This design comes from an exercise in tuning for small area on the open sky130 flow, not from production work. In this exercise RTL edits were held to simulation tests only and were not proved equivalent to the original.

oak:
## pft
module pft (
    input  wire       clk,
    input  wire       rst,           
    input  wire       bus_sel,
    input  wire       bus_we,
    input  wire [8:0] bus_addr,
    input  wire [7:0] bus_wdata,
    output reg  [7:0] bus_rdata,
    output wire       txd,
    input  wire       rxd,
    output wire       irq,
    output wire       ev_dispatch,
    output wire       ev_valid,
    output wire       ev_syncerr
);
For scale: about 7600 cells after synthesis, about 2400 flip-flops, roughly 110000 µm² of cells after synthesis.
Settings: LEC_CHECK=0, CAP_MARGIN=20, CORE_MARGIN=2, CORE_UTILIZATION=40, CTS_BUF_LIST=sky130_fd_sc_hd__clkbuf_16, CTS_CLUSTER_DIAMETER=150, CTS_CLUSTER_SIZE=20, SLEW_MARGIN=20; clock period 20.0 ns.
run.sh (not shown) runs the stock make flow with config.mk's settings and CLKGATE_MAP_FILE= SYNTH_SCRIPT=/design/flow/synth_recipe.tcl, a recipe that flattens the netlist after the stock synthesis.
Both conditions hold for oak: the flow ran to the end and the final layout passed the timing, design-rule and antenna checks.
Changes in pine relative to oak:
Settings: CTS_CLUSTER_SIZE: 20 -> unset; CTS_CLUSTER_DIAMETER: 150 -> unset; CTS_BUF_LIST: sky130_fd_sc_hd__clkbuf_16 -> unset; CORE_UTILIZATION: 40 -> 45.
==> flow/flow/run.sh (new file) <==
#!/bin/bash
# Layout flow: the standard flow (standard.sh), with two changes after the
# standard synthesis:
#   - clock tree: clkbuf_8 leaf buffers over clusters of at most 14 sinks,
#     clkbuf_16 for the rest of the tree, and no dummy loads
#   - the placement and timing repair do not use buf_4 (the platform's
#     don't-use list plus buf_4)
# Each step's full output goes to a log file in this folder.
set -euo pipefail
cd "$(dirname "$0")/.."

# the standard synthesis, unchanged
bash standard.sh synth > log_synth.txt 2>&1

export CTS_ARGS="-sink_clustering_enable -repair_clock_nets -sink_clustering_size 14 -sink_clustering_max_diameter 80 -buf_list sky130_fd_sc_hd__clkbuf_16 -sink_clustering_buffer sky130_fd_sc_hd__clkbuf_8 -dont_use_dummy_load"
DU="sky130_fd_sc_hd__probe_p_8 sky130_fd_sc_hd__probec_p_8 sky130_fd_sc_hd__lpflow_bleeder_1 sky130_fd_sc_hd__lpflow_clkbufkapwr_1 sky130_fd_sc_hd__lpflow_clkbufkapwr_16 sky130_fd_sc_hd__lpflow_clkbufkapwr_2 sky130_fd_sc_hd__lpflow_clkbufkapwr_4 sky130_fd_sc_hd__lpflow_clkbufkapwr_8 sky130_fd_sc_hd__lpflow_clkinvkapwr_1 sky130_fd_sc_hd__lpflow_clkinvkapwr_16 sky130_fd_sc_hd__lpflow_clkinvkapwr_2 sky130_fd_sc_hd__lpflow_clkinvkapwr_4 sky130_fd_sc_hd__lpflow_clkinvkapwr_8 sky130_fd_sc_hd__lpflow_decapkapwr_12 sky130_fd_sc_hd__lpflow_decapkapwr_3 sky130_fd_sc_hd__lpflow_decapkapwr_4 sky130_fd_sc_hd__lpflow_decapkapwr_6 sky130_fd_sc_hd__lpflow_decapkapwr_8 sky130_fd_sc_hd__lpflow_inputiso0n_1 sky130_fd_sc_hd__lpflow_inputiso0p_1 sky130_fd_sc_hd__lpflow_inputiso1n_1 sky130_fd_sc_hd__lpflow_inputiso1p_1 sky130_fd_sc_hd__lpflow_inputisolatch_1 sky130_fd_sc_hd__lpflow_isobufsrc_1 sky130_fd_sc_hd__lpflow_isobufsrc_16 sky130_fd_sc_hd__lpflow_isobufsrc_2 sky130_fd_sc_hd__lpflow_isobufsrc_4 sky130_fd_sc_hd__lpflow_isobufsrc_8 sky130_fd_sc_hd__lpflow_isobufsrckapwr_16 sky130_fd_sc_hd__lpflow_lsbuf_lh_hl_isowell_tap_1 sky130_fd_sc_hd__lpflow_lsbuf_lh_hl_isowell_tap_2 sky130_fd_sc_hd__lpflow_lsbuf_lh_hl_isowell_tap_4 sky130_fd_sc_hd__lpflow_lsbuf_lh_isowell_4 sky130_fd_sc_hd__lpflow_lsbuf_lh_isowell_tap_1 sky130_fd_sc_hd__lpflow_lsbuf_lh_isowell_tap_2 sky130_fd_sc_hd__lpflow_lsbuf_lh_isowell_tap_4 sky130_fd_sc_hd__buf_4"
bash standard.sh "DONT_USE_CELLS=$DU" finish > log_layout.txt 2>&1
==> flow/standard.sh (new file) <==
#!/bin/bash
# synth_recipe.tcl (not shown) runs the flow's synth.tcl, then flattens the netlist and writes it again
# the make line also repeats each setting of config.mk as NAME=value (left out here)
make -C /OpenROAD-flow-scripts/flow DESIGN_CONFIG=/design/flow/config.mk WORK_HOME=/design/flow/orfs CLKGATE_MAP_FILE= SYNTH_SCRIPT=/design/flow/synth_recipe.tcl "${@:-finish}"
removed: flow/run.sh
--- outcome ---
The flow did not stop early for oak: all stages ran, and the layout cleared the timing, design-rule and antenna checks.
pine had finished all stages when the layout checks came back failing, citing max-slew violations.
pine: overall fraction of global-route tracks in use 3.8 points above oak
Sort pine and oak by die area asc -> top: pine
From oak to pine, number of non-clock inverters did not move at all.
The area share of buffers outside the clock network reported for pine is smaller than that of oak by 0.59 points.
Cmp pine and oak / routed length on met1 / higher: oak
pine leaves less setup margin than oak.
oak ended up with bus_addr[6] as its beginning of the critical path; pine ended up with bus_addr[4].
Final standard cell utilization of the core ended up 4.7 points higher on pine than on oak.
pine vs oak on maximum number of pins on one net before global-route repair: pine is the lower one.

[port drivers added, routing unchanged]
The results above use ideal ports. As a check the final layouts listed here were re-extracted and re-timed, cells and wires unchanged.
Step 1 (the two cells are an assumption about what drives the block):
set clk [get_ports {clk}]
set_driving_cell -lib_cell sky130_fd_sc_hd__clkbuf_16 $clk
set_driving_cell -lib_cell sky130_fd_sc_hd__buf_2 [delete_from_list [all_inputs] $clk]
Step 2 also shifts input and output timing later by t, the mid clock arrival at the registers, as if the neighbouring blocks saw the same clock.
Slacks: no drivers / after step 1 / after step 2; pairs: no drivers / after step 1.
| run | shift t [ns] | slack for setup (ns) | worst register clock-pin slew, ns |
|---|---|---|---|
| oak | 1.004 | 5.200 / 5.170 / 5.170 | 0.11 / 0.11 |
| pine | 0.942 | 5.065 / 5.032 / 5.032 | 0.12 / 0.12 |
For pine, which loses most, drivers alone change the setup slack by -0.033 ns; drivers and shift together by -0.033 ns.
